Context: an optimization exercise on an open-source flow, tuned for small area, a short achievable clock period and few clock cycles. The choices shown serve that exercise and are no tape-out recipe.
Function was checked by simulation only, so behaviour that the tests miss may differ from the original.
Power figures rest on the tool's default switching activity, not on a simulated workload.

==> flow/design.v <==
module pgd_codec (
    input  wire        clk,
    input  wire        rst,           
    input  wire        reg_wr,
    input  wire [3:0]  reg_addr,
    input  wire [31:0] reg_wdata,
    output reg  [31:0] reg_rdata,
    output wire        irq,
    output reg         s_en,
    output reg         s_we,
    output reg  [11:0] s_addr,
    output reg  [7:0]  s_wdata,
    input  wire [7:0]  s_rdata,
    output reg         d_en,
    output reg         d_we,
    output reg  [11:0] d_addr,
    output reg  [7:0]  d_wdata,
    input  wire [7:0]  d_rdata,
    output reg         r_en,
    output reg         r_we,
    output reg  [11:0] r_addr,
    output reg  [7:0]  r_wdata,
    input  wire [7:0]  r_rdata
);
    localparam [1:0] ST_IDLE = 2'd0, ST_BUSY = 2'd1, ST_DONE = 2'd2, ST_FAULT = 2'd3;
    localparam [2:0] F_TRUNC = 3'd1, F_BADREF = 3'd2, F_OVERRUN = 3'd3, F_GEOM = 3'd4,
                     F_SIZE = 3'd5, F_CAP = 3'd6, F_BADCMD = 3'd7;
    localparam [4:0]
        S_IDLE = 5'd0,  S_START = 5'd1,  S_MUL1 = 5'd2,  S_MUL2 = 5'd3,  S_CHK = 5'd4,
        D_TOK  = 5'd5,  D_CTL   = 5'd6,  D_LEN  = 5'd7,  D_LCHK = 5'd8,  D_LIT = 5'd9,
        D_V0   = 5'd10, D_V1    = 5'd11, D_EXT  = 5'd12, D_RCHK = 5'd13, D_CW  = 5'd14,
        D_CR   = 5'd15,
        P_BLK  = 5'd16, P_LEN   = 5'd17, P_DAT  = 5'd18, P_NXT  = 5'd19,
        F_INIT = 5'd20, F_SEL   = 5'd21, R_ROW  = 5'd22, R_CB   = 5'd23,
        Q_X    = 5'd24, Q_Y     = 5'd25, Q_XD   = 5'd26, Q_YD   = 5'd27,
        Q_1    = 5'd28, Q_1D    = 5'd29;
    reg [1:0]  state;
    reg [2:0]  unit;
    reg        undef;
    reg [2:0]  fcode;
    reg [31:0] finfo;
    reg        ien;
    reg [31:0] slen, dlen;
    reg [15:0] width, height, pixsz;
    reg [12:0] spos, dpos;       
    reg [8:0]  ctl;
    reg [12:0] row;              
    reg [4:0]  seq;
    reg [12:0] k;        
    reg [12:0] rb;       
    reg [12:0] sm1;      
    reg [11:0] p1, p2, p3;   
    reg [11:0] da;       
    wire [20:0] g1 = finfo[20:0];    
    reg [20:0] g2;       
    reg [11:0] wa, wb;   
    reg [7:0]  bc, bu, bo, bl;
    reg [7:0]  rv, ra;   
    reg        first, fd, v1, v2, virt, cpb;
    reg        m_vert, m_raw;    
    reg        ma_big, pr_sat;
    wire is_f = unit[0];         
    wire [12:0] ps = pixsz[12:0];
    wire        ch_end  = (k == width[12:0]);
    wire        k_last  = ch_end && (rb == 13'd1);
    wire [11:0] p_step  = k_last ? 12'd1 : ch_end ? (ps[11:0] - sm1[11:0]) : ps[11:0];
    wire [12:0] row_p1  = row + 13'd1;
    wire        row_lst = ({3'd0, row_p1} == height);
    wire [11:0] ctrl_n  = row_p1[11:0] + 12'd8;
    wire [12:0] hb      = height[12:0] + 13'd8;
    wire [8:0]  f_sum  = {1'b0, bu} + {1'b0, bc};
    wire [7:0]  f_vert = rv;
    wire [9:0]  f_a1   = (fd ? 10'd0 : {2'd0, bo}) - {2'd0, rv};
    wire [9:0]  f_a2   = (fd ? 10'd0 : {2'd0, ra}) - {2'd0, rv};
    wire        f_isvert = !g1[20] && !g2[20];
    wire [7:0]  f_rup  = fd ? bu : (bl - bu);
    wire [8:0]  r_sum  = {1'b0, r_rdata} + {1'b0, bo};
    wire [7:0]  r_o2   = m_vert ? (r_rdata - d_rdata)
                       : first ? d_rdata : (r_sum[8:1] - d_rdata);
    wire [7:0]  q_o    = fd ? d_rdata : (bo - d_rdata);
    wire [8:0]  ctl_sh  = {1'b0, ctl[8:1]};
    wire        need_cb = (ctl_sh == 9'd1);
    wire [12:0] slen13  = slen[12:0];
    wire [12:0] dlen13  = dlen[12:0];
    wire [11:0] cnt     = rb[11:0];
    wire [11:0] offset  = g1[15:4];
    wire [12:0] k_p1    = k + 13'd1;
    wire [12:0] srem    = slen13 - k;            
    wire [12:0] drem    = dlen13 - dpos;         
    wire        k_ge_sl = (srem == 13'd0);
    wire        ref_bad = (srem[12:1] == 12'd0);
    wire        tok_ref = (seq == D_CTL) ? s_rdata[0] : ctl_sh[0];
    wire        tok_bad = tok_ref ? ref_bad : k_ge_sl;
    wire        dpc_bad = ({1'b0, cnt} > drem);
    wire [12:0] dpos_p1 = dpos + 13'd1;
    wire [12:0] cp_d    = {1'b0, dpos[11:0]} - {1'b0, s_rdata, g1[7:4]};
    wire        ext     = (seq == D_EXT);
    wire [11:0] cnt4    = (ext ? {1'b0, g1[2:0], s_rdata} : {9'd0, g1[2:0]}) + 12'd4;
    wire        cnt1    = (cnt == 12'd1);
    wire [11:0] da_p1   = da + 12'd1;
    wire [7:0]  pk_n    = (|drem[12:8]) ? 8'd255 : drem[7:0];
    wire dlen_big  = (|dlen[31:13]) || (dlen[12] && |dlen[11:0]);    
    wire slen_big  = (|slen[31:13]) || (slen[12] && |slen[11:0]);
    wire [13:0] rbk   = {1'b0, rb} + {1'b0, k};
    wire [13:0] e_len = rbk;                     
    wire [12:0] rb_m1 = rb - 13'd1;
    assign irq = ien & state[1];
    always @* begin
        case (reg_addr)
            4'd1:    reg_rdata = {26'd0, undef, unit, state};
            4'd2:    reg_rdata = {29'd0, fcode};
            4'd3:    reg_rdata = finfo;
            4'd4:    reg_rdata = {31'd0, ien};
            4'd5:    reg_rdata = slen;
            4'd6:    reg_rdata = dlen;
            4'd7:    reg_rdata = {16'd0, width};
            4'd8:    reg_rdata = {16'd0, height};
            4'd9:    reg_rdata = {16'd0, pixsz};
            4'd10:   reg_rdata = {19'd0, spos};
            4'd11:   reg_rdata = {19'd0, dpos};
            4'd12:   reg_rdata = {23'd0, ctl};
            4'd13:   reg_rdata = {19'd0, row};
            default: reg_rdata = 32'd0;
        endcase
    end
    always @* begin
        s_en = 1'b0; s_we = 1'b0; s_addr = k[11:0]; s_wdata = d_rdata;
        d_en = 1'b0; d_we = 1'b0; d_addr = da;      d_wdata = s_rdata;
        r_en = 1'b0; r_we = 1'b0; r_addr = wa;      r_wdata = bo;
        case (seq)
            D_TOK, D_CTL, D_LCHK, D_V0, D_V1: s_en = 1'b1;
            D_LIT:  begin s_en = 1'b1; d_en = 1'b1; d_we = 1'b1; d_addr = dpos[11:0]; end
            D_RCHK, D_CR: d_en = 1'b1;
            D_CW:   begin d_en = 1'b1; d_we = 1'b1; d_addr = dpos[11:0]; d_wdata = d_rdata; end
            S_START: d_en = 1'b1;
            P_BLK:  begin s_en = 1'b1; s_we = 1'b1; s_wdata = 8'd0; end
            P_LEN:  begin s_en = 1'b1; s_we = 1'b1; s_wdata = rb[7:0]; end
            P_DAT:  begin s_en = 1'b1; s_we = 1'b1; d_en = 1'b1; end
            F_INIT: begin d_en = 1'b1; d_we = 1'b1; d_wdata = 8'd1; end
            F_SEL:  begin d_en = 1'b1; d_we = 1'b1; d_wdata = f_isvert ? 8'd2 : 8'd1; end
            R_ROW:  d_en = 1'b1;
            Q_X, Q_XD: begin
                    r_en = (seq == Q_X); r_addr = p1;
                    if (is_f) begin
                        d_en = v1 && m_raw; d_we = 1'b1; d_addr = wb; d_wdata = f_rup;
                    end else begin
                        d_en = 1'b1; d_addr = p3;
                    end
                end
            Q_Y, Q_YD: begin
                    if (is_f) begin
                        r_en = (seq == Q_Y); r_addr = p2;
                        d_en = v1 && !virt; d_we = 1'b1; d_addr = wa; d_wdata = f_vert;
                    end else begin
                        r_en = v1; r_we = 1'b1;
                        d_en = (seq == Q_YD);
                    end
                end
            Q_1, Q_1D: begin
                    d_en = 1'b1; d_addr = (seq == Q_1) ? p3 : da;
                    r_en = v2; r_we = 1'b1;
                end
            default: ;
        endcase
    end
    reg [4:0]  n_seq;
    reg        go_done, go_flt;
    reg [2:0]  flt_code;
    reg [2:0]  k_op;         
    reg [2:0]  rb_op;        
    reg        commit;       
    reg        dpos_inc, dpos_clr, row_inc, row_clr, ctl_init;
    reg        pk_done, pstart;
    wire       rstart = (seq == S_CHK) || (seq == F_INIT) || (seq == F_SEL) ||
                        (seq == Q_YD) || (seq == Q_1D);
    always @* begin
        n_seq = seq; go_done = 1'b0; go_flt = 1'b0; flt_code = F_CAP;
        k_op = 3'd0; rb_op = 3'd0; commit = 1'b0;
        dpos_inc = 1'b0; dpos_clr = 1'b0; row_inc = 1'b0; row_clr = 1'b0;
        ctl_init = 1'b0; pk_done = 1'b0; pstart = 1'b0;
        case (seq)
            S_START: begin
                case (unit)
                    3'd1: begin
                        go_flt = slen_big || dlen_big;
                        dpos_clr = 1'b1; ctl_init = 1'b1; k_op = 3'd1;
                        n_seq = D_TOK;
                    end
                    3'd4: begin
                        go_flt = (|dlen[31:12]) || (dlen[11:4] == 8'hFF) ||
                                 (dlen[11:4] == 8'hFE && dlen[3:0] == 4'hF);
                        dpos_clr = 1'b1; k_op = 3'd1;
                        n_seq = P_NXT;
                    end
                    default: begin
                        go_flt = (width == 16'd0 || pixsz == 16'd0);
                        flt_code = F_GEOM;
                        k_op = 3'd4; rb_op = 3'd1;
                        n_seq = S_MUL1;
                    end
                endcase
            end
            S_MUL1, S_MUL2: begin
                if (g1[15:0] == 16'd0) begin
                    if (seq == S_MUL1) begin
                        k_op = 3'd6; rb_op = 3'd1; n_seq = S_MUL2;
                    end else begin
                        k_op = 3'd7; n_seq = S_CHK;
                    end
                end else begin
                    k_op = 3'd5;
                    if (g1[0]) rb_op = 3'd7;
                end
            end
            S_CHK: begin
                k_op = 3'd1; row_clr = 1'b1;
                if (is_f) begin
                    go_flt = pr_sat || e_len[13] || (e_len[12] && |e_len[11:0]);
                    n_seq = F_INIT;
                end else begin
                    if (dlen_big || pr_sat) go_flt = 1'b1;
                    else if ({1'b0, dlen13} != e_len) begin go_flt = 1'b1; flt_code = F_SIZE; end
                    n_seq = R_ROW;
                end
                if (height == 16'd0) go_done = 1'b1;
            end
            D_TOK: begin
                k_op = 3'd2;
                if (drem == 13'd0) go_done = 1'b1;
                else if (need_cb) begin
                    go_flt = k_ge_sl; flt_code = F_TRUNC; n_seq = D_CTL;
                end else begin
                    go_flt = tok_bad; flt_code = F_TRUNC;
                    n_seq = ctl_sh[0] ? D_V0 : D_LEN;
                end
            end
            D_CTL: begin
                k_op = 3'd2;
                go_flt = tok_bad; flt_code = F_TRUNC;
                n_seq = s_rdata[0] ? D_V0 : D_LEN;
            end
            D_LEN: begin rb_op = 3'd4; n_seq = D_LCHK; end
            D_LCHK: begin
                if ({1'b0, cnt} > srem) begin go_flt = 1'b1; flt_code = F_TRUNC; end
                else if (dpc_bad) begin go_flt = 1'b1; flt_code = F_OVERRUN; end
                else if (cnt == 12'd0) begin commit = 1'b1; n_seq = D_TOK; end
                else begin k_op = 3'd2; n_seq = D_LIT; end
            end
            D_LIT: begin
                dpos_inc = 1'b1; rb_op = 3'd2;
                if (cnt1) begin commit = 1'b1; n_seq = D_TOK; end
                else k_op = 3'd2;
            end
            D_V0: begin k_op = 3'd2; n_seq = D_V1; end
            D_V1: begin
                if (g1[3]) begin rb_op = 3'd5; n_seq = D_RCHK; end
                else begin
                    go_flt = k_ge_sl; flt_code = F_TRUNC;
                    k_op = 3'd2; n_seq = D_EXT;
                end
            end
            D_EXT: begin rb_op = 3'd5; n_seq = D_RCHK; end
            D_RCHK: begin
                if (offset == 12'd0 || cpb) begin go_flt = 1'b1; flt_code = F_BADREF; end
                else if (dpc_bad) begin go_flt = 1'b1; flt_code = F_OVERRUN; end
                n_seq = D_CW;
            end
            D_CW: begin
                dpos_inc = 1'b1; rb_op = 3'd2;
                if (cnt1) begin commit = 1'b1; n_seq = D_TOK; end
                else if (offset != 12'd1) n_seq = D_CR;
            end
            D_CR: n_seq = D_CW;
            P_NXT: begin
                if (drem == 13'd0) begin go_done = 1'b1; pk_done = 1'b1; end
                else if (g2[3:0] == 4'd8) n_seq = P_BLK;
                else begin rb_op = 3'd6; n_seq = P_LEN; end
            end
            P_BLK: begin k_op = 3'd2; rb_op = 3'd6; n_seq = P_LEN; end
            P_LEN: begin k_op = 3'd2; n_seq = P_DAT; end
            P_DAT: begin
                k_op = 3'd2; dpos_inc = 1'b1; rb_op = 3'd2;
                if (cnt1) n_seq = P_NXT;
            end
            F_INIT: pstart = 1'b1;
            F_SEL: begin
                if (row_lst && f_isvert) begin row_inc = 1'b1; go_done = 1'b1; end
                else pstart = 1'b1;
            end
            R_ROW: n_seq = R_CB;
            R_CB:  n_seq = d_rdata[0] ? Q_1 : Q_X;
            Q_X:  n_seq = Q_Y;
            Q_XD: n_seq = Q_YD;
            Q_Y: begin
                k_op = 3'd3;
                n_seq = k_last ? (is_f ? Q_XD : Q_YD) : Q_X;
            end
            Q_YD: begin
                k_op = 3'd1;
                if (is_f) begin
                    if (virt) go_done = 1'b1;
                    else n_seq = F_SEL;
                end else begin
                    row_inc = 1'b1;
                    if (row_lst) go_done = 1'b1;
                    else n_seq = R_CB;
                end
            end
            Q_1: begin
                k_op = 3'd3;
                if (k_last) n_seq = Q_1D;
            end
            Q_1D: begin
                k_op = 3'd1;
                if (!v1) begin
                    row_inc = 1'b1;
                    if (row_lst) go_done = 1'b1;
                    else n_seq = R_CB;
                end
            end
            default: ;
        endcase
        if (pstart) begin
            k_op = 3'd1; row_inc = 1'b1; n_seq = Q_X;
        end
        if (go_done || go_flt) n_seq = S_IDLE;
    end
    wire host_wr = reg_wr && (state != ST_BUSY);
    wire cmd_wr  = host_wr && (reg_addr == 4'd0);
    wire cmd_14  = (reg_wdata[7:3] == 5'd0) && (reg_wdata[2] ? (reg_wdata[1:0] == 2'd0)
                                                              : (reg_wdata[1:0] != 2'd0));
    wire cmd_6p  = (|reg_wdata[7:3]) || (reg_wdata[2] && reg_wdata[1]);
    wire cmd_go  = cmd_wr && (state == ST_IDLE) && cmd_14;
    wire cmd_bad = cmd_wr && (state == ST_IDLE) && cmd_6p;
    wire cmd_clr = cmd_wr && state[1] && (reg_wdata[7:0] == 8'd5);
    always @(posedge clk) begin
        if (rst) begin
            state  <= ST_IDLE;
            unit   <= 3'd0;
            undef  <= 1'b0;
            fcode  <= 3'd0;
            ien    <= 1'b0;
            slen   <= 32'd0;
            dlen   <= 32'd0;
            width  <= 16'd0;
            height <= 16'd0;
            pixsz  <= 16'd0;
            spos   <= 13'd0;
            dpos   <= 13'd0;
            ctl    <= 9'd2;
            row    <= 13'd0;
            seq    <= S_IDLE;
        end else begin
            if (cmd_go) begin
                state <= ST_BUSY; unit <= reg_wdata[2:0]; undef <= 1'b0; seq <= S_START;
            end
            if (cmd_bad) begin
                state <= ST_FAULT; unit <= 3'd0; fcode <= F_BADCMD;
            end
            if (cmd_clr) begin
                state <= ST_IDLE; unit <= 3'd0; undef <= 1'b0; fcode <= 3'd0;
            end
            if (host_wr && reg_addr == 4'd4) ien    <= reg_wdata[0];
            if (host_wr && reg_addr == 4'd5) slen   <= reg_wdata;
            if (host_wr && reg_addr == 4'd6) dlen   <= reg_wdata;
            if (host_wr && reg_addr == 4'd7) width  <= reg_wdata[15:0];
            if (host_wr && reg_addr == 4'd8) height <= reg_wdata[15:0];
            if (host_wr && reg_addr == 4'd9) pixsz  <= reg_wdata[15:0];
            if (seq != S_IDLE) begin
                seq <= n_seq;
                if (go_done) state <= ST_DONE;
                if (go_flt) begin
                    state <= ST_FAULT; fcode <= flt_code;
                end else begin
                    if (dpos_clr) dpos <= 13'd0;
                    if (dpos_inc) dpos <= dpos_p1;
                    if (row_clr)  row  <= 13'd0;
                    if (row_inc)  row  <= row_p1;
                    if (ctl_init) begin ctl <= 9'd2; spos <= 13'd0; end
                    if (commit) begin ctl <= g2[8:0]; spos <= k; end
                    if (pk_done) begin spos <= k; slen <= {19'd0, k}; end
                    if (seq == S_CHK && is_f) dlen <= {18'd0, e_len};
                    if (seq == R_CB && !d_rdata[0] && row == 13'd0 && (d_rdata[1] || (|width[15:1])))
                        undef <= 1'b1;
                end
            end
            case (k_op)
                3'd1: k <= {12'd0, rstart};
                3'd2: k <= k_p1;
                3'd3: k <= ch_end ? 13'd1 : k_p1;
                3'd4: k <= width[12:0];
                3'd5: k <= {k[11:0], 1'b0};
                3'd6: k <= rb;
                3'd7: k <= hb;
                default: ;
            endcase
            if (rstart) rb <= ps;
            else if (k_op == 3'd3) begin
                if (ch_end) rb <= rb_m1;
            end else
            case (rb_op)
                3'd1: rb <= 13'd0;
                3'd2: rb <= rb_m1;
                3'd4: rb <= {5'd0, s_rdata};
                3'd5: rb <= {1'b0, cnt4};
                3'd6: rb <= {5'd0, pk_n};
                3'd7: rb <= rbk[12:0];
                default: ;
            endcase
        end
        if (cmd_go) da <= 12'd0;
        case (seq)
            S_START: begin
                ma_big <= (|width[15:13]) || (width[12] && |width[11:0]);
                finfo[20:0]     <= {5'd0, pixsz};
                pr_sat <= 1'b0;
                da     <= da_p1;             
                g2[3:0] <= 4'd8;
            end
            S_MUL1, S_MUL2: begin
                if (g1[15:0] == 16'd0) begin
                    if (seq == S_MUL1) begin
                        sm1    <= rb_m1;
                        p2     <= rb[11:0];
                        ma_big <= pr_sat;
                        pr_sat <= 1'b0;
                        finfo[20:0]     <= {5'd0, height};
                    end
                end else begin
                    if (g1[0]) pr_sat <= pr_sat | ma_big | rbk[13] | (rbk[12] && |rbk[11:0]);
                    ma_big <= ma_big | k[12] | (k[11] && |k[10:0]);
                    finfo[20:0]     <= {1'b0, g1[20:1]};
                end
            end
            S_CHK: begin
                m_raw <= 1'b1;
                v1    <= 1'b0; v2 <= 1'b0;
                virt  <= row_lst;            
                p1    <= is_f ? 12'd0 : ~sm1[11:0];
                if (!is_f) p2 <= 12'd0;
                p3    <= hb[11:0];
                da    <= 12'd8;
            end
            D_TOK: g2[8:0] <= ctl_sh;
            D_CTL: g2[8:0] <= {1'b1, s_rdata};
            D_V0:  finfo[7:0] <= s_rdata;
            D_V1:  begin
                finfo[15:8] <= s_rdata;
                da  <= cp_d[11:0];
                cpb <= cp_d[12] & ~dpos[12];
            end
            D_CW:  da <= da_p1;
            P_BLK: g2[3:0] <= 4'd0;
            P_LEN: g2[3:0] <= g2[3:0] + 4'd1;
            P_DAT: da <= da_p1;
            F_INIT, F_SEL: begin
                m_raw <= !f_isvert || (seq == F_INIT);
                finfo[20:0] <= 21'd0; g2 <= 21'd0; v1 <= 1'b0;
                virt <= row_lst;
                da <= ctrl_n;
            end
            R_CB: begin
                v1 <= 1'b0; v2 <= 1'b0;
                m_vert <= d_rdata[1];
                da <= ctrl_n;
            end
            Q_X, Q_XD: if (is_f) begin
                rv <= bu - r_rdata;
                bo <= bc - r_rdata;
                ra <= f_sum[8:1] - r_rdata;
                bc <= r_rdata;
            end
            Q_Y, Q_YD: begin
                if (is_f) begin
                    if (v1) begin
                        finfo[20:0] <= g1 + {{11{f_a1[9]}}, f_a1};
                        g2 <= g2 + {{11{f_a2[9]}}, f_a2};
                    end
                    bl <= bu;
                    bu <= r_rdata;
                    wa <= p3 - ~sm1[11:0];    
                    wb <= p3;
                end else begin
                    bo <= r_o2;
                    wa <= p2;
                end
                fd <= first;
                v1 <= 1'b1;
            end
            Q_1, Q_1D: begin
                if (seq == Q_1) begin
                    wb  <= p2;
                    fd  <= first;
                end
                v1 <= (seq == Q_1);
                v2 <= v1;
                if (v1) begin
                    bo <= q_o;
                    wa <= wb;
                end
            end
            default: ;
        endcase
        if (k_op == 3'd3) begin
            p1 <= p1 + p_step;
            p2 <= p2 + p_step;
            p3 <= p3 + p_step;
        end
        if (k_op == 3'd3) first <= ch_end;
        else if (k_op == 3'd1) first <= 1'b1;
        if (rst || cmd_clr || (seq != S_IDLE && go_done && !go_flt))
            finfo <= 32'd0;
        else if (cmd_bad)
            finfo <= reg_wdata;
        else if (seq != S_IDLE && go_flt)
            finfo <= !flt_code[2] ? {19'd0, spos}
                   : (flt_code == F_SIZE) ? {18'd0, e_len} : 32'd0;
    end
endmodule
==> flow/flow/run.sh <==
#!/bin/bash
set -uo pipefail
MARGIN=6
sed "s/SETUP_SLACK_MARGIN=[0-9.]*/SETUP_SLACK_MARGIN=$MARGIN/" standard.sh > standard_m.sh
cat >> config.mk <<'EOC'
export BUFFER_PORTS_ARGS = -buffer_cell sky130_fd_sc_hd__buf_2
EOC
bash standard_m.sh > standard.log 2>&1
==> flow/standard.sh <==
#!/bin/bash
# synth_recipe.tcl (not shown) runs the flow's synth.tcl, then flattens the netlist and writes it again
# the make line also repeats each setting of config.mk as NAME=value (left out here)
make -C /OpenROAD-flow-scripts/flow DESIGN_CONFIG=/design/flow/config.mk WORK_HOME=/design/flow/orfs CLKGATE_MAP_FILE= SYNTH_SCRIPT=/design/flow/synth_recipe.tcl "${@:-finish}"
==> flow/config.mk <==
export PLATFORM = sky130hd
export DESIGN_NAME = pgd_codec
export DESIGN_NICKNAME = pgd_codec
export VERILOG_FILES = /design/flow/design.v
export SDC_FILE = /design/flow/constraint.sdc
export NUM_CORES = 4
export LEC_CHECK = 0
export CAP_MARGIN = 20
export CORE_MARGIN = 2
export CORE_UTILIZATION = 40
export CTS_CLUSTER_SIZE = 24
export SETUP_SLACK_MARGIN = 5
export SLEW_MARGIN = 20
export BUFFER_PORTS_ARGS = -buffer_cell sky130_fd_sc_hd__buf_2
==> flow/constraint.sdc <==
create_clock -name core_clock -period 12.0 [get_ports {clk}]
set_input_delay 2.4000 -clock core_clock [delete_from_list [all_inputs] [get_ports {clk}]]
set_output_delay 2.4000 -clock core_clock [all_outputs]
set_load 0.01 [all_outputs]
==> flow_metrics.py, run 1 <==
metrics = {
    "die": {
        "die_area_sq_mm": 0.08797,
        "core_area_sq_mm": 0.08501,
        "fp-row-count": 107,
        "die_w_um": 296.6,
        "num_io_pins": 162,
        "dieHeight_um": 296.6,
        "initial_core_util": 0.4028,
    },
    "placement": {
        "globalplace.congestion": 1.014,
        "io_buffers": 161,
        "pre_cts_slack_ns": 5.168,
        "dpl.hpwl_um": 118500,
    },
    "route": {
        "avgViaCountPerCell": 6.414,
        "antenna_left": 0,
        "routed_wl_um": 160700,
        "drt_iter0_drc": 4848,
        "via_count": 35714,
        "drc": 0,
        "drt-pass1-iter-count": 9,
        "wl_per_cell_um": 28.87,
    },
    "clock_network": {
        "cts_buffer_depth": 3,
        "clkLatencyLatePin_ns": 0.62,
        "numCtsBuffers": 49,
        "cts_tree": "yes",
        "cts_max_level": 2,
        "clock_sinks": 396,
        "path_clk_slew_ns": 0.06,
        "hold_buffers": 0,
        "root_buffer": "clkbuf_16",
    },
    "timing": {
        "hold_violations": 0,
        "finalMaxSlewViolations": 0,
        "setup_viol": 0,
        "period_minus_slack_ns": 6.190,
        "fin_crit_sh": 0.5159,
        "worstMarginPinSlew_ns": 1.260,
        "setup_ws_ns": 5.810,
        "timing.slew.headroom": 0.1525,
        "fin_tns_setup_ns": 0,
        "holdWs_ns": 0.4724,
        "rsz0062_at_grt": "yes",
        "finalClockSkew_ns": 0.01747,
        "max_freq_ghz": 0.1615,
    },
    "pwr": {
        "switching_share": 0.2652,
        "pwr-share-seq": 0.434,
        "power.total_mw": 3.297,
        "p_comb_frac": 0.097,
        "switchingPower_mw": 0.8741,
        "leakagePower_nw": 15.87,
        "powerDensity_mw_per_mm2": 84.03,
        "p_int_mw": 2.422,
        "pwr-share-clk": 0.469,
        "peakVddDrop_mv": 0.09070,
    },
    "setup_path": {
        "worst_ep_arrival_time_ns": 3.79,
        "cp-start-kind": "primary input",
        "end_kind": "output pin",
        "crit_fanout": 13,
        "slowest_delay_ns": 0.49,
        "cpMostUsedCell": "buf_12",
        "path_class": "in2out",
        "critical_path_required_ns": 9.60,
        "crit_chain": "buf_12 > buf_12 > nand2_8 > nor3_4 > buf_12 > a222oi_1 > nand3_1 > buf_2",
        "cp_slowest_cell": "a222oi_1",
    },
    "final_layout": {
        "final_layout_size_suffix_gt1_frac": 0.1237,
        "nFillCells": 8468,
        "seqCellArea_sq_mm": 0.009831,
        "postLayoutCoreUtil": 0.4615,
        "final_cell_mix": "517 x nand2_1, 324 x a21oi_1, 260 x ha_1, 257 x nor2_1, 244 x o21ai_0",
        "fin_nets": 4729,
        "multi_input_area_sq_mm": 0.02286,
        "final_common_cell": "nand2_1",
        "area_growth_pct": 14.56,
    },
    "yosys": {
        "synth_top_area_frac": 0.1657,
        "avgSynthCellArea_sq_um": 8.040,
        "synth_area_sq_mm": 0.03424,
        "yosys.area.top_type": "edfxtp_1",
        "synth.distinct_cells": 96,
        "yosys_most_used_dff": "dfxtp_1",
        "synth-async-reset-ratio": 0,
        "synth-edff-count": 189,
        "synthTopCellsByArea": "edfxtp_1 17%, dfxtp_1 12%, ha_1 9.5%",
        "synth_cells": 4259,
        "synth_nets": 4604,
        "yosysSeqAreaShare": 0.2867,
        "yosysWarnings": 1,
        "synth_seq_cells": 396,
    },
    "global_route": {
        "grt_pass1_vias": 33067,
        "grt_max_degree": 75,
        "antenna_found_initial": 10,
        "grt_pass1_wl_um": 230300,
        "grtUsageTotal": 0.3558,
        "gr-total-overflow": 0,
    },
    "worst_hold_path": {
        "min_path_type": "reg2reg",
    },
    "run_status": {
        "status": "finished clean",
    },
    "flow_run": {
        "cap_violations": 0,
    },
}
state kept, by name (all words and copies together), names as in the netlist, 16 cells and up:
register  flops
slen         32
finfo        32
height       16
dlen         32
width        16
pixsz        16
g2           21
metrics by stage:
stage          std cells  instance area (sq um)
6_report            5568                  39230
5_1_grt             5566                  39230
4_1_cts             5531                  38750
3_5_place_dp        5374                  36100
3_3_place_gp        5374                  36100
2_1_floorplan       4259                  34280
path summary, 6_finish.rpt:
kind               start           end  slack, ns  cells after the start
max          reg_addr[1]  reg_rdata[4]       5.81                      8
min            finfo[24]     finfo[24]       0.47                      2
max reg2reg        rb[0]       dpos[0]       6.26                     14
min reg2reg    finfo[24]     finfo[24]       0.47                      2
area by class of cell:
| cell class | instances | area share |
|---|---|---|
| clock inverter | 23 | 0.006379 |
| inverter | 239 | 0.02309 |
| timing repair buffer | 345 | 0.06561 |
| tap | 1144 | 0.03649 |
| antenna | 2 | 0.0001276 |
| multi-input combinational | 3353 | 0.5828 |
| clock buffer | 66 | 0.03496 |
| sequential | 396 | 0.2506 |
layer usage:
| layer | track usage | part of all wire | up-vias |
|---|---|---|---|
| met5 | 0 | 0.00051 | - |
| met4 | 0.2033 | 0.067 | 12 |
| met3 | 0.08689 | 0.11 | 532 |
| met2 | 0.5401 | 0.43 | 2088 |
| met1 | 0.4606 | 0.40 | 17053 |
| li1 | - | - | 16029 |
cell families (layout without fill, tap and decap cells):
logic type / after synthesis / in the layout / synth area share
and+or+nand+nor: 1441 / 1444 / 0.2008
xor gates and xnor gates: 280 / 280 / 0.07362
muxes: 65 / 65 / 0.01926
AOI/OAI and AO/OA: 1282 / 1282 / 0.2527
other: 0 / 2 / 0
DFF: 396 / 396 / 0.2867
adders and majority gates: 282 / 282 / 0.1079
buffers and inverters: 513 / 673 / 0.05904
power by group through the flow:
stage / logic (mW) / registers [mW] / clock network [mW]
after floorplan: 0.178 / 1.45 / 0
after global placement: 0.277 / 1.46 / 0
after detailed placement: 0.280 / 1.46 / 0
after CTS: 0.304 / 1.43 / 1.55
after global routing: 0.341 / 1.43 / 1.60
final: 0.319 / 1.43 / 1.55
cell usage after synthesis, types with 44 or more instances:
cell      count
o21ai_0     245
a22oi_1      86
inv_1       237
nand4_1      53
clkbuf_1    221
dfxtp_1     207
a31oi_1      44
nor3_1      118
a22o_1       49
xor2_1      110
nor2_1      270
and3_1       47
mux2i_1      58
nand3_1     121
a21o_1       60
a21oi_1     326
xnor2_1     165
nand2_1     521
nand2b_1     52
nor4_1       62
edfxtp_1    189
ha_1        260
nor2b_1      64
worst max-delay path, delay by kind of cell:
kind	cells	cell delay, ns
buffers and inverters	4	0.57
AOI/OAI and AO/OA	1	0.49
and+or+nand+nor	3	0.32
what timing repair did:
action,4_1_cts,5_1_grt
resized for setup,88,45
setup buffers,61,32
setup endpoints to repair,114,182
cloned,7,1
endpoints found under the hold margin,0,0
pin swaps,42,42
Testbench counts, summed over its fixed seeds: cycles 159,265.
==> run 2: changes to the inputs <==
--- a/flow/config.mk
+++ b/flow/config.mk
@@ -8,7 +8,7 @@
 export CAP_MARGIN = 20
 export CORE_MARGIN = 2
-export CORE_UTILIZATION = 40
-export CTS_CLUSTER_SIZE = 24
+export CORE_UTILIZATION = 45
 export SETUP_SLACK_MARGIN = 5
 export SLEW_MARGIN = 20
+export TNS_END_PERCENT = 5
 export BUFFER_PORTS_ARGS = -buffer_cell sky130_fd_sc_hd__buf_2
==> run 2 against run 1 <==
Utilization rose by 4.8 points. Die area shrank 11%. Non-clock buffer count shrank 40. Maximum frequency about the same. Clock power about the same. Sequential power is essentially flat. Critical path type unchanged. Critical endpoint is now reg_rdata[10].
==> flow_metrics.py, run 2 <==
metrics = {
    "route": {
        "drt_iter0_drc": 4867,
        "via_count": 35650,
        "drc": 0,
        "wl_per_cell_um": 29.56,
        "avgViaCountPerCell": 6.645,
        "routed_wl_um": 158600,
        "drt-pass1-iter-count": 7,
        "antenna_left": 0,
    },
    "yosys": {
        "synth-async-reset-ratio": 0,
        "yosys_most_used_dff": "dfxtp_1",
        "yosys-top-cells-count": "521 x nand2_1, 326 x a21oi_1, 270 x nor2_1",
        "synth_top_area_frac": 0.1657,
        "synth-edff-count": 189,
        "synth_area_sq_mm": 0.03424,
        "yosys.area.top_type": "edfxtp_1",
        "yosysMostFrequentCell": "nand2_1",
        "yosysWarnings": 1,
        "synth_top_family_by_area": "compound AO/OA/AOI/OAI gates",
        "synth_seq_cells": 396,
        "synth_xor_area_frac": 0.07362,
        "synth.distinct_cells": 96,
        "synth_nets": 4604,
        "yosys.area_share.adder": 0.1079,
        "synthSimpleGateAreaFrac": 0.2008,
        "synthTopCellsByArea": "edfxtp_1 17%, dfxtp_1 12%, ha_1 9.5%",
        "synthMuxAreaShare": 0.01926,
        "avgSynthCellArea_sq_um": 8.040,
        "synth-compound-area-share": 0.2527,
        "yosysSeqAreaShare": 0.2867,
        "synth_cells": 4259,
    },
    "global_route": {
        "grt_max_degree": 65,
        "grtUsageTotal": 0.3926,
        "gr-total-overflow": 0,
        "met1_usage": 0.5140,
        "grtUsageMet2": 0.5895,
        "grt_pass1_wl_um": 228000,
        "grt_pass1_vias": 32785,
        "antenna_found_initial": 10,
        "use_met3": 0.09741,
        "gr-max-usage-layer": "met2",
    },
    "setup_path": {
        "path_class": "in2out",
        "crit_fanout": 13,
        "worst_ep_arrival_time_ns": 3.79,
        "end_kind": "output pin",
        "critical_path_required_ns": 9.60,
        "cp-start-kind": "primary input",
    },
    "timing": {
        "hold_violations": 0,
        "finalMaxSlewViolations": 0,
        "timing.slew.headroom": 0.1968,
        "rsz0062_at_grt": "yes",
        "worstMarginPinSlew_ns": 1.205,
        "setup_viol": 0,
        "fin_crit_sh": 0.5160,
        "max_freq_ghz": 0.1615,
        "fin_tns_setup_ns": 0,
        "period_minus_slack_ns": 6.192,
        "finalClockSkew_ns": 0.03335,
    },
    "final_layout": {
        "final_cell_mix": "516 x nand2_1, 322 x a21oi_1, 260 x ha_1, 256 x nor2_1, 245 x o21ai_0",
        "seqCellArea_sq_mm": 0.009822,
        "fin_nets": 4688,
        "final_common_cell": "nand2_1",
        "final_cell_area_sq_mm": 0.03860,
        "final_layout_size_suffix_gt1_frac": 0.1107,
        "nFillCells": 7367,
        "area_growth_pct": 12.71,
        "top_regs": "dlen: 32 flops, finfo: 32 flops, slen: 32 flops",
        "multi_input_area_sq_mm": 0.02279,
    },
    "clock_network": {
        "cts_tree": "yes",
        "clock_sinks": 396,
        "numCtsBuffers": 50,
        "clkLatencyLatePin_ns": 0.64,
        "path_clk_slew_ns": 0.06,
        "cts_buffer_depth": 3,
        "cts_max_level": 2,
        "root_buffer": "clkbuf_16",
    },
    "die": {
        "fp-row-count": 101,
        "core_area_sq_mm": 0.07570,
        "die_w_um": 279.9,
        "die_area_sq_mm": 0.07832,
        "dieHeight_um": 279.9,
        "num_io_pins": 162,
        "initial_core_util": 0.4524,
    },
    "placement": {
        "globalplace.congestion": 1.025,
        "place_area_sq_mm": 0.03596,
        "io_buffers": 161,
        "dpl.hpwl_um": 117600,
    },
    "pwr": {
        "peakVddDrop_mv": 0.1056,
        "powerDensity_mw_per_mm2": 85.97,
        "leakagePower_nw": 15.66,
    },
    "worst_hold_path": {
        "min_path_type": "reg2reg",
    },
    "flow_run": {
        "cap_violations": 0,
    },
    "run_status": {
        "status": "finished clean",
    },
}
run 2: cell counts after synthesis:
No cell type changed its count.
run 2: logic make-up after synthesis:
kind of cell             Yosys count
AND/OR/NAND/NOR                 1441
AO/OA/AOI/OAI                   1282
buffers and inverters            513
flip-flops                       396
adder cells (fa/ha/maj)          282
XOR/XNOR                         280
multiplexers                      65
run 2: worst max-delay path, cell delays in order:
cell,delay [ns]
buf_12,0.12
nand2b_4,0.18
nor2_4,0.07
buf_4,0.21
a22o_1,0.21
a221oi_1,0.26
nand3_1,0.15
buf_2,0.16
run 2: final timing paths:
kind                     from            end  slack (ns)  cells after the start
setup reg to reg         k[7]         ctl[1]        6.01                     14
setup / recovery  reg_addr[2]  reg_rdata[10]        5.81                      8
hold reg to reg     finfo[28]      finfo[28]        0.48                      2
hold / removal      finfo[28]      finfo[28]        0.48                      2
run 2: power breakdown:
part	total, mW	switching, mW	internal, mW
sequential	1.43	0.0168	1.41
combinational	0.313	0.200	0.113
clock	1.57	0.658	0.916
total	3.32	0.875	2.44
run 2: cell type report:
type	count	share of cell area
diodes	5	0.0003242
clock buffers	68	0.03686
clock inverters	23	0.006354
inverters	239	0.02324
multi-input cells	3351	0.5904
flip-flops and latches	396	0.2545
well taps	978	0.03170
repair buffers	305	0.05667
run 2: timing repair:
action                     CTS  global route
setup endpoints to repair  103           188
gates resized for setup     62            17
buffers inserted            30            16
gates cloned                 4             2
hold buffers                 0             0
pin swaps                   20            10
run 2: metal layers:
metal	up-vias	wire length, um
met3	552	17470
met1	17000	63390
met5	-	76
li1	15936	-
met2	2150	66800
met4	12	10870
run 2: stage by stage:
step	instances	power, mW	hold WS [ns]	util	setup slack [ns]
3_5_place_dp	5217	1.738	0.4599	0.4751	5.287
3_3_place_gp	5217	1.737	0.4578	0.4751	5.252
5_1_grt	5360	3.391	0.4897	0.5097	5.801
4_1_cts	5342	3.309	0.4676	0.5062	5.796
6_report	5365	3.318	0.4750	0.5099	5.808
2_1_floorplan	4259	1.625	0.4437	-	5.978
==> run 3: changes to the inputs <==
--- a/flow/config.mk
+++ b/flow/config.mk
@@ -9,4 +9,6 @@
 export CORE_MARGIN = 2
 export CORE_UTILIZATION = 45
+export CTS_CLUSTER_DIAMETER = 100
+export CTS_CLUSTER_SIZE = 16
 export SETUP_SLACK_MARGIN = 5
 export SLEW_MARGIN = 20
==> run 3 against run 2 <==
Register-to-register slack about the same. Final area decreased by 2.0%. Utilization decreased by 1.0 points. Combinational power about the same. Non-clock buffer count increased by 4. First-iteration DRC count increased by 0.41%. Die area unchanged. Largest power group is now registers. Synthesized cell count unchanged. Sequential cell count unchanged. Sequential power about the same. Sequential share of layout area increased by 0.51 points.
==> flow_metrics.py, run 3 <==
metrics = {
    "run_status": {
        "status": "finished clean",
    },
    "setup_path": {
        "worst_r2r_path_depth": 19,
        "r2r_start": "dpos[3]",
        "critical_path_required_ns": 9.60,
        "path_class": "in2out",
        "regToRegEndpoint": "seq[3]",
        "cp-start-kind": "primary input",
        "end_kind": "output pin",
        "crit_fanout": 13,
        "worst_ep_arrival_time_ns": 3.75,
        "reg2reg_slack_ns": 6.02,
    },
    "pwr": {
        "peakVddDrop_mv": 0.1144,
        "p_int_mw": 2.016,
        "switchingPower_mw": 0.7804,
        "leakagePower_nw": 15.29,
        "pwr-share-clk": 0.378,
        "power.total_mw": 2.797,
        "p_comb_frac": 0.112,
        "pwr-share-seq": 0.511,
        "powerDensity_mw_per_mm2": 73.92,
        "switching_share": 0.2790,
    },
    "clock_network": {
        "cts_max_level": 1,
        "path_clk_slew_ns": 0.07,
        "root_buffer": "clkbuf_16",
        "cts_buffer_depth": 3,
        "cts_tree": "yes",
        "clkLatencyLatePin_ns": 0.65,
        "numCtsBuffers": 30,
        "clock_sinks": 396,
    },
    "global_route": {
        "grt_max_degree": 65,
        "gr-total-overflow": 0,
        "grt_pass1_vias": 32447,
        "antenna_found_initial": 9,
        "grtUsageTotal": 0.3906,
        "grt_pass1_wl_um": 227200,
    },
    "yosys": {
        "yosys-top-cells-count": "521 x nand2_1, 326 x a21oi_1, 270 x nor2_1",
        "yosys.area.top_type": "edfxtp_1",
        "avgSynthCellArea_sq_um": 8.040,
        "synth-edff-count": 189,
        "synth.distinct_cells": 96,
        "yosysSeqAreaShare": 0.2867,
        "yosys_most_used_dff": "dfxtp_1",
        "synthTopCellsByArea": "edfxtp_1 17%, dfxtp_1 12%, ha_1 9.5%",
        "synth_nets": 4604,
        "synth_cells": 4259,
        "synth_seq_cells": 396,
        "yosysMostFrequentCell": "nand2_1",
        "yosysWarnings": 1,
        "synth-async-reset-ratio": 0,
        "synth_area_sq_mm": 0.03424,
        "synth_top_area_frac": 0.1657,
    },
    "worst_hold_path": {
        "min_path_type": "reg2reg",
        "worstHoldPathCells": 2,
        "worstHoldStart": "finfo[28]",
        "hold_end": "finfo[28]",
    },
    "route": {
        "via_count": 35617,
        "routed_wl_um": 158600,
        "drt-pass1-iter-count": 8,
        "drt_iter0_drc": 4887,
        "antenna_left": 0,
        "wl_per_cell_um": 29.74,
        "avgViaCountPerCell": 6.681,
        "drc": 0,
    },
    "die": {
        "die_area_sq_mm": 0.07832,
        "core_area_sq_mm": 0.07570,
        "fp-row-count": 101,
        "die_w_um": 279.9,
        "dieHeight_um": 279.9,
        "initial_core_util": 0.4524,
        "num_io_pins": 162,
    },
    "final_layout": {
        "nFillCells": 7415,
        "multi_input_area_sq_mm": 0.02280,
        "final_cell_mix": "515 x nand2_1, 322 x a21oi_1, 260 x ha_1, 255 x nor2_1, 245 x o21ai_0",
        "fin_nets": 4672,
        "area_growth_pct": 10.49,
        "seqCellArea_sq_mm": 0.009822,
        "final_layout_size_suffix_gt1_frac": 0.1042,
        "final_common_cell": "nand2_1",
        "top_regs": "dlen: 32 flops, finfo: 32 flops, slen: 32 flops",
    },
    "timing": {
        "fin_tns_setup_ns": 0,
        "setup_viol": 0,
        "finalMaxSlewViolations": 0,
        "period_minus_slack_ns": 6.155,
        "fin_crit_sh": 0.5129,
        "max_freq_ghz": 0.1625,
        "rsz0062_at_grt": "yes",
        "finalClockSkew_ns": 0.03947,
        "timing.slew.headroom": 0.1939,
        "worstMarginPinSlew_ns": 1.200,
        "hold_violations": 0,
    },
    "placement": {
        "io_buffers": 161,
        "dpl.hpwl_um": 117600,
        "globalplace.congestion": 1.025,
    },
    "flow_run": {
        "cap_violations": 0,
    },
}
[run 3: kinds of logic after synthesis]
logic type,after synthesis,share of synthesized area
adder cells (fa/ha/maj),282,0.1079
AO/OA/AOI/OAI,1282,0.2527
XOR/XNOR,280,0.07362
buffers and inverters,513,0.05904
multiplexers,65,0.01926
flip-flops,396,0.2867
AND/OR/NAND/NOR,1441,0.2008
[run 3: layer usage]
| layer | track usage | routed length (um) | part of all wire | vias up |
|---|---|---|---|---|
| met2 | 0.5935 | 67230 | 0.42 | 2178 |
| li1 | - | - | - | 15903 |
| met3 | 0.08032 | 16960 | 0.11 | 490 |
| met5 | 0 | 48 | 0.00030 | - |
| met4 | 0.2021 | 10250 | 0.065 | 8 |
| met1 | 0.5230 | 64070 | 0.40 | 17038 |
[run 3: how the worst max path moves through the flow]
stage / from / to / cells past startpoint
2_1_floorplan: reg_addr[2] / reg_rdata[6] / 6
3_3_place_gp: reg_addr[3] / reg_rdata[0] / 7
3_5_place_dp: reg_addr[3] / reg_rdata[12] / 8
4_1_cts: k[1] / dlen[6] / 19
5_1_grt: reg_addr[1] / reg_rdata[1] / 9
6_report: reg_addr[2] / reg_rdata[4] / 8
[run 3: power by group through the flow]
stage | combinational (mW) | sequential [mW] | clock, mW
global placement | 0.279 | 1.46 | 0
global route | 0.334 | 1.43 | 1.10
CTS | 0.298 | 1.43 | 1.05
finish | 0.313 | 1.43 | 1.06
detailed placement | 0.281 | 1.46 | 0
floorplan | 0.178 | 1.45 | 0
[run 3: area by class of cell]
class / instances / area share
Multi-Input combinational cell: 3351 / 0.6025
Sequential cell: 396 / 0.2596
Timing Repair Buffer: 309 / 0.05767
Tap cell: 978 / 0.03234
Inverter: 239 / 0.02371
Clock buffer: 47 / 0.02262
Clock inverter: 4 / 0.001091
Antenna cell: 7 / 0.0004630
[run 3: what timing repair did]
action | 4_1_cts | 5_1_grt
gates resized for setup | 66 | 19
endpoints found under the setup margin | 107 | 181
hold buffers | 0 | 0
pin swaps | 21 | 9
endpoints found under the hold margin | 0 | 0
buffers inserted | 30 | 21
cloned | 4 | 1
[run 3: stage by stage]
step	instance area (sq um)	hold slack [ns]	cells	worst slack (ns)	utilization
floorplan	34270	0.4437	4259	5.978	-
global placement	35960	0.4578	5217	5.252	0.4751
detailed placement	35960	0.4599	5217	5.287	0.4751
CTS	37560	0.4703	5302	5.825	0.4961
global route	37820	0.4872	5324	5.830	0.4996
finish	37840	0.4719	5331	5.845	0.4998
[run 3: critical path, cell delays in order]
cell	delay [ns]
buf_12	0.12
nand2b_4	0.20
buf_4	0.15
nor2_4	0.05
buf_12	0.13
a222oi_1	0.33
nand3_1	0.19
buf_2	0.18
==> run 4: changes to the inputs <==
--- a/flow/flow/run.sh
+++ b/flow/flow/run.sh
@@ -1,5 +1,5 @@
 #!/bin/bash
 set -uo pipefail
-MARGIN=6
+MARGIN=6.3
 sed "s/SETUP_SLACK_MARGIN=[0-9.]*/SETUP_SLACK_MARGIN=$MARGIN/" standard.sh > standard_m.sh
 cat >> config.mk <<'EOC'
==> run 4 against run 3 <==
Die area stayed put. Sequential power hardly changed. Final cell count is 0.39% higher. Hold slack better by 0.00093 ns. Sequential cell count stayed put. Highest routed layer unchanged.
==> flow_metrics.py, run 4 <==
metrics = {
    "setup_path": {
        "crit_fanout": 6,
        "worst_ep_arrival_time_ns": 3.77,
        "end_kind": "output pin",
        "slowest_delay_ns": 0.24,
        "cp-start-kind": "primary input",
        "path_class": "in2out",
        "crit_buf_inv": 3,
        "cp_slowest_cell": "a22o_1",
        "cpLargestDelayFamily": "compound AO/OA/AOI/OAI gates",
        "crit_chain": "buf_12 > nand2_4 > nor3_4 > buf_4 > a22o_1 > a221oi_1 > nand3_1 > buf_2",
        "critical_path_required_ns": 9.60,
    },
    "final_layout": {
        "final_common_cell": "nand2_1",
        "area_growth_pct": 11.11,
        "final_cell_mix": "517 x nand2_1, 323 x a21oi_1, 260 x ha_1, 256 x nor2_1, 244 x o21ai_0",
        "fin_nets": 4697,
        "top_regs": "dlen: 32 flops, finfo: 32 flops, slen: 32 flops",
        "final_layout_size_suffix_gt1_frac": 0.1080,
    },
    "global_route": {
        "grt_pass1_wl_um": 225600,
        "grt_pass1_vias": 32384,
        "grtUsageTotal": 0.3880,
        "grt_max_degree": 78,
        "antenna_found_initial": 7,
        "gr-total-overflow": 0,
    },
    "worst_hold_path": {
        "min_path_type": "reg2reg",
    },
    "pwr": {
        "pwr-share-seq": 0.509,
        "peakVddDrop_mv": 0.1044,
        "p_int_mw": 2.021,
        "p_comb_frac": 0.114,
        "switchingPower_mw": 0.7822,
        "power.total_mw": 2.804,
        "switching_share": 0.2790,
        "powerDensity_mw_per_mm2": 73.68,
        "pwr-share-clk": 0.377,
        "leakagePower_nw": 15.40,
    },
    "route": {
        "drt-pass1-iter-count": 8,
        "via_count": 35493,
        "drc": 0,
        "routed_wl_um": 157000,
        "antenna_left": 0,
        "avgViaCountPerCell": 6.632,
        "wl_per_cell_um": 29.33,
        "drt_iter0_drc": 4638,
    },
    "timing": {
        "period_minus_slack_ns": 6.166,
        "fin_tns_setup_ns": 0,
        "timing.slew.headroom": 0.2219,
        "finalClockSkew_ns": 0.02654,
        "fin_crit_sh": 0.5138,
        "worstMarginPinSlew_ns": 1.167,
        "finalMaxSlewViolations": 0,
        "setup_viol": 0,
        "max_freq_ghz": 0.1622,
        "hold_violations": 0,
        "holdWs_ns": 0.4728,
        "rsz0062_at_grt": "yes",
    },
    "yosys": {
        "synth_area_sq_mm": 0.03424,
        "synth.distinct_cells": 96,
        "avgSynthCellArea_sq_um": 8.040,
        "yosysWarnings": 1,
        "synth-edff-count": 189,
        "synthTopCellsByArea": "edfxtp_1 17%, dfxtp_1 12%, ha_1 9.5%",
        "synth_cells": 4259,
        "synth-async-reset-ratio": 0,
        "yosys-top-cells-count": "521 x nand2_1, 326 x a21oi_1, 270 x nor2_1",
        "synth_seq_cells": 396,
        "synth_top_area_frac": 0.1657,
        "yosys.area.top_type": "edfxtp_1",
        "yosys_most_used_dff": "dfxtp_1",
        "yosysMostFrequentCell": "nand2_1",
        "synth_nets": 4604,
        "yosysSeqAreaShare": 0.2867,
    },
    "flow_run": {
        "cap_violations": 0,
    },
    "die": {
        "die_w_um": 279.9,
        "fp-row-count": 101,
        "dieHeight_um": 279.9,
        "num_io_pins": 162,
        "die_area_sq_mm": 0.07832,
        "core_area_sq_mm": 0.07570,
        "initial_core_util": 0.4524,
    },
    "placement": {
        "dpl.hpwl_um": 117200,
        "io_buffers": 161,
        "globalplace.congestion": 1.028,
    },
    "clock_network": {
        "clkLatencyLatePin_ns": 0.63,
        "root_buffer": "clkbuf_16",
        "path_clk_slew_ns": 0.07,
        "numCtsBuffers": 31,
        "cts_buffer_depth": 3,
        "cts_max_level": 1,
        "clock_sinks": 396,
        "cts_tree": "yes",
    },
    "run_status": {
        "status": "finished clean",
    },
}
-- run 4: cell counts after synthesis --
No cell type changed its count.
-- run 4: tightest hold or removal path, stage by stage (launching register included) --
cell	delay, ns
dfxtp_1	0.31
nand3_1	0.06
a21oi_1	0.06
-- run 4: cells by family after synthesis --
group | count (synthesis) | synth area share
mux | 65 | 0.01926
flops | 396 | 0.2867
fa+ha+maj | 282 | 0.1079
xor+xnor | 280 | 0.07362
compound gates | 1282 | 0.2527
simple gates | 1441 | 0.2008
buf+inv | 513 | 0.05904
-- run 4: what timing repair did --
action,in CTS,in global routing
hold buffers,0,0
pin swaps,20,3
setup buffers,57,25
setup endpoints to repair,191,210
cloned,5,0
resized for setup,48,17
-- run 4: layout make-up --
class / count / area, sq um
well taps: 978 / 1224
inverters: 239 / 897.1
clock buffers: 45 / 848.3
clock inverters: 6 / 58.81
diodes: 4 / 10.01
multi-input cells: 3354 / 22800
flip-flops and latches: 396 / 9823
fillers: 7402 / 37650
repair buffers: 330 / 2385
-- run 4: worst paths after layout --
kind / slack, ns / startpoint / end / depth (start not counted)
max reg2reg: 5.95 / rb[0] / seq[3] / 14
max: 5.83 / reg_addr[1] / reg_rdata[11] / 8
min: 0.47 / finfo[28] / finfo[28] / 2
min reg2reg: 0.47 / finfo[28] / finfo[28] / 2
-- run 4: metal layers --
layer | part of all wire | GRT usage
met1 | 0.41 | 0.5133
met5 | 0.00030 | 0
met3 | 0.10 | 0.08707
met2 | 0.43 | 0.5853
met4 | 0.066 | 0.2146
-- run 4: per-stage QoR --
step	cells	cell area, sq um	util	setup WS, ns
finish	5352	38050	0.5027	5.834
global route	5348	38040	0.5025	5.789
CTS	5321	37710	0.4982	5.855
detailed placement	5208	35950	0.4750	5.173
global placement	5208	35950	0.4750	5.173
floorplan	4259	34420	-	6.188
-- run 4: power by group through the flow --
stage	clock network (mW)	registers (mW)	logic, mW
after CTS	1.06	1.43	0.305
final	1.06	1.43	0.318
after detailed placement	0	1.46	0.282
after global placement	0	1.46	0.281
after floorplan	0	1.45	0.181
after global routing	1.11	1.43	0.338
==> run 5: changes to the inputs <==
==> flow/flow/run.sh (replaced) <==
#!/bin/bash
set -uo pipefail
MARGIN=6
sed "s/SETUP_SLACK_MARGIN=[0-9.]*/SETUP_SLACK_MARGIN=$MARGIN/" standard.sh > standard_m.sh
cat >> config.mk <<'EOC'
export BUFFER_PORTS_ARGS = -buffer_cell sky130_fd_sc_hd__buf_1
EOC
bash standard_m.sh > standard.log 2>&1
--- a/flow/config.mk
+++ b/flow/config.mk
@@ -8,9 +8,9 @@
 export CAP_MARGIN = 20
 export CORE_MARGIN = 2
-export CORE_UTILIZATION = 45
+export CORE_UTILIZATION = 50
 export CTS_CLUSTER_DIAMETER = 100
 export CTS_CLUSTER_SIZE = 16
 export SETUP_SLACK_MARGIN = 5
 export SLEW_MARGIN = 20
-export TNS_END_PERCENT = 5
-export BUFFER_PORTS_ARGS = -buffer_cell sky130_fd_sc_hd__buf_2
+export TNS_END_PERCENT = 0
+export BUFFER_PORTS_ARGS = -buffer_cell sky130_fd_sc_hd__buf_1
==> run 5 against run 4 <==
Utilization rose by 5.1 points. Hold slack worse by 0.00057 ns. Critical path depth unchanged. Maximum frequency decreased by 0.21%. Combinational power shrank 6.3%. Via count is 1.1% lower. Sequential power about the same. Final area down 1.8%. Critical endpoint is now reg_rdata[0]. Clock-buffer cell count decreased by 2. Critical path type unchanged. Largest cell class unchanged. Clock skew down 0.0098 ns.
==> flow_metrics.py, run 5 <==
metrics = {
    "run_status": {
        "status": "finished clean",
    },
    "route": {
        "wl_met3_um": 17260,
        "m1WireLength_um": 60670,
        "drt-pass1-iter-count": 6,
        "drc": 0,
        "antenna_left": 0,
        "dr_wl_met2_um": 62960,
        "routed_wl_um": 151300,
        "via_count": 35098,
        "wl_per_cell_um": 29.05,
        "drt_iter0_drc": 4294,
        "top_layer": "met5",
        "avgViaCountPerCell": 6.739,
    },
    "yosys": {
        "synth_seq_cells": 396,
        "avgSynthCellArea_sq_um": 8.040,
        "synth-async-reset-ratio": 0,
        "synthTopCellsByArea": "edfxtp_1 17%, dfxtp_1 12%, ha_1 9.5%",
        "yosys_most_used_dff": "dfxtp_1",
        "yosysSeqAreaShare": 0.2867,
        "synth_cells": 4259,
        "synth-edff-count": 189,
        "synth_area_sq_mm": 0.03424,
        "synth.distinct_cells": 96,
        "yosys.area.top_type": "edfxtp_1",
        "synth_top_area_frac": 0.1657,
        "yosysWarnings": 1,
        "yosys-top-cells-count": "521 x nand2_1, 326 x a21oi_1, 270 x nor2_1",
        "yosysMostFrequentCell": "nand2_1",
        "synth_nets": 4604,
    },
    "die": {
        "dieHeight_um": 265.7,
        "initial_core_util": 0.5072,
        "core_area_sq_mm": 0.06751,
        "die_area_sq_mm": 0.07060,
        "fp-row-count": 95,
        "die_w_um": 265.7,
        "num_io_pins": 162,
    },
    "final_layout": {
        "top_regs": "dlen: 32 flops, finfo: 32 flops, slen: 32 flops",
        "final_cell_count_no_fill": 5208,
        "final_common_cell": "nand2_1",
        "nFillCells": 6534,
        "fin_nets": 4658,
        "area_growth_pct": 9.087,
        "final_cell_mix": "516 x nand2_1, 322 x a21oi_1, 260 x ha_1, 259 x nor2_1, 245 x o21ai_0",
        "final_layout_size_suffix_gt1_frac": 0.06531,
    },
    "timing": {
        "fin_tns_setup_ns": 0,
        "setup_ws_ns": 5.821,
        "worstMarginPinSlew_ns": 1.180,
        "period_minus_slack_ns": 6.179,
        "max_freq_ghz": 0.1618,
        "setup_viol": 0,
        "rsz0062_at_grt": "yes",
        "timing.slew.headroom": 0.2087,
        "fin_crit_sh": 0.5149,
        "finalClockSkew_ns": 0.01670,
        "finalMaxSlewViolations": 0,
        "hold_violations": 0,
    },
    "global_route": {
        "antenna_found_initial": 6,
        "gr-total-overflow": 0,
        "grt_pass1_wl_um": 219700,
        "grt_max_degree": 93,
        "grt_pass1_vias": 32278,
        "grtUsageTotal": 0.4156,
    },
    "worst_hold_path": {
        "min_path_type": "reg2reg",
    },
    "setup_path": {
        "worst_ep_arrival_time_ns": 3.78,
        "crit_start": "reg_addr[2]",
        "crit_chain": "buf_12 > nand2b_4 > buf_4 > nor2_4 > a22oi_1 > and3_1 > o221ai_1 > buf_2",
        "worstSetupEndpoint": "reg_rdata[0]",
        "r2r_start": "dpos[3]",
        "crit_fanout": 13,
        "end_kind": "output pin",
        "reg2reg_slack_ns": 6.04,
        "cp-start-kind": "primary input",
        "cp_slowest_cell": "nor2_4",
        "regToRegEndpoint": "finfo[4]",
        "worst_r2r_path_depth": 18,
        "path_class": "in2out",
        "slowest_delay_ns": 0.31,
        "critical_path_required_ns": 9.60,
    },
    "placement": {
        "io_buffers": 161,
        "dpl.hpwl_um": 114600,
        "dp_cells": 5110,
        "pre_cts_slack_ns": 4.853,
        "globalplace.congestion": 1.071,
    },
    "clock_network": {
        "hold_buffers": 0,
        "clkLatencyLatePin_ns": 0.63,
        "numCtsBuffers": 31,
        "path_clk_slew_ns": 0.07,
        "cts_buffer_depth": 3,
        "root_buffer": "clkbuf_16",
        "cts_tree": "yes",
        "cts_max_level": 1,
        "clock_sinks": 396,
    },
    "pwr": {
        "peakVddDrop_mv": 0.1024,
        "powerDensity_mw_per_mm2": 75.34,
        "leakagePower_nw": 14.72,
    },
    "flow_run": {
        "cap_violations": 0,
    },
}
[run 5: where the power goes]
| group | total (mW) | leakage, nW | internal [mW] | switching (mW) |
|---|---|---|---|---|
| Combinational | 0.298 | 10.9 | 0.106 | 0.192 |
| Clock | 1.09 | 0.485 | 0.533 | 0.555 |
| Sequential | 1.43 | 3.38 | 1.41 | 0.0177 |
[run 5: what timing repair did]
action	in CTS	in global routing
buffers inserted	26	14
setup endpoints to repair	158	191
hold endpoints to repair	0	0
pin swaps	11	0
cloned	3	0
resized for setup	62	17
[run 5: routing by layer]
metal / vias to the layer above / track usage
li1: 15854 / -
met1: 16663 / 0.5562
met2: 2100 / 0.6140
met3: 477 / 0.09898
met4: 4 / 0.2358
met5: - / 0
[run 5: cell families (layout without fill, tap and decap cells)]
kind of cell,Yosys count,in the layout,share of synthesized area
XOR/XNOR,280,280,0.07362
multiplexers,65,65,0.01926
buffers and inverters,513,586,0.05904
flip-flops,396,396,0.2867
adder cells (fa/ha/maj),282,282,0.1079
other,0,2,0
AO/OA/AOI/OAI,1282,1282,0.2527
AND/OR/NAND/NOR,1441,1442,0.2008
[run 5: metrics by stage]
| stage | cell area [sq um] | hold slack, ns | power [mW] | util |
|---|---|---|---|---|
| 2_1_floorplan | 34270 | 0.4437 | 1.625 | - |
| 3_3_place_gp | 35600 | 0.4560 | 1.730 | 0.5273 |
| 3_5_place_dp | 35630 | 0.4577 | 1.731 | 0.5277 |
| 4_1_cts | 37180 | 0.4691 | 2.802 | 0.5507 |
| 5_1_grt | 37350 | 0.4952 | 2.881 | 0.5532 |
| 6_report | 37360 | 0.4722 | 2.815 | 0.5533 |
[run 5: worst min-delay path by stage]
stage,endpoint,from,depth (start not counted)
2_1_floorplan,ctl[0],ctl[0],1
3_3_place_gp,finfo[27],finfo[27],2
3_5_place_dp,finfo[30],finfo[30],2
4_1_cts,finfo[30],finfo[30],2
5_1_grt,finfo[27],finfo[27],2
6_report,finfo[30],finfo[30],2
[run 5: cell type report]
cell class / instances / area, sq um / share of cell area
Antenna cell: 2 / 5.005 / 0.0001340
Multi-Input combinational cell: 3351 / 22740 / 0.6088
Clock buffer: 43 / 873.3 / 0.02338
Sequential cell: 396 / 9823 / 0.2630
Tap cell: 873 / 1092 / 0.02924
Clock inverter: 10 / 93.84 / 0.002512
Inverter: 239 / 905.9 / 0.02425
Timing Repair Buffer: 294 / 1819 / 0.04870
[run 5: critical path, delay by kind of cell]
kind            cells  cell delay, ns
compound gates      2            0.23
simple gates        3            0.70
buf+inv             3            0.45

-- static timing again, ports no longer ideal --
No port has a modelled driver above. Below, the same layouts with a new extraction and two added sets of constraints. Step 1 assumes that a clkbuf_16 drives the clock port and a buf_2 every other input. Step 2, shift: input delay + t, output delay - t, t = (earliest + latest rising clock arrival at the registers) / 2. This alone moves slack from input paths to output paths. Three values: no drivers, after step 1, after step 2; two values: the first two.
run | t (ns) | slack for setup (ns) | worst hold slack (ns) | worst setup path after step 2
run 1 | 0.684 | 5.810 / 5.758 / 5.758 | 0.472 / 0.472 / 0.472 | input to output
run 2 | 0.688 | 5.808 / 5.715 / 5.715 | 0.475 / 0.475 / 0.475 | input to output
run 3 | 0.708 | 5.845 / 5.784 / 5.784 | 0.472 / 0.472 / 0.472 | input to output
run 4 | 0.690 | 5.834 / 5.772 / 5.772 | 0.473 / 0.473 / 0.473 | input to output
run 5 | 0.699 | 5.821 / 5.774 / 5.314 | 0.472 / 0.472 / 0.472 | input to register
After both steps setup and hold are still met in every run listed. For run 5, which loses most, drivers alone change the setup slack by -0.047 ns; drivers and shift together by -0.507 ns.
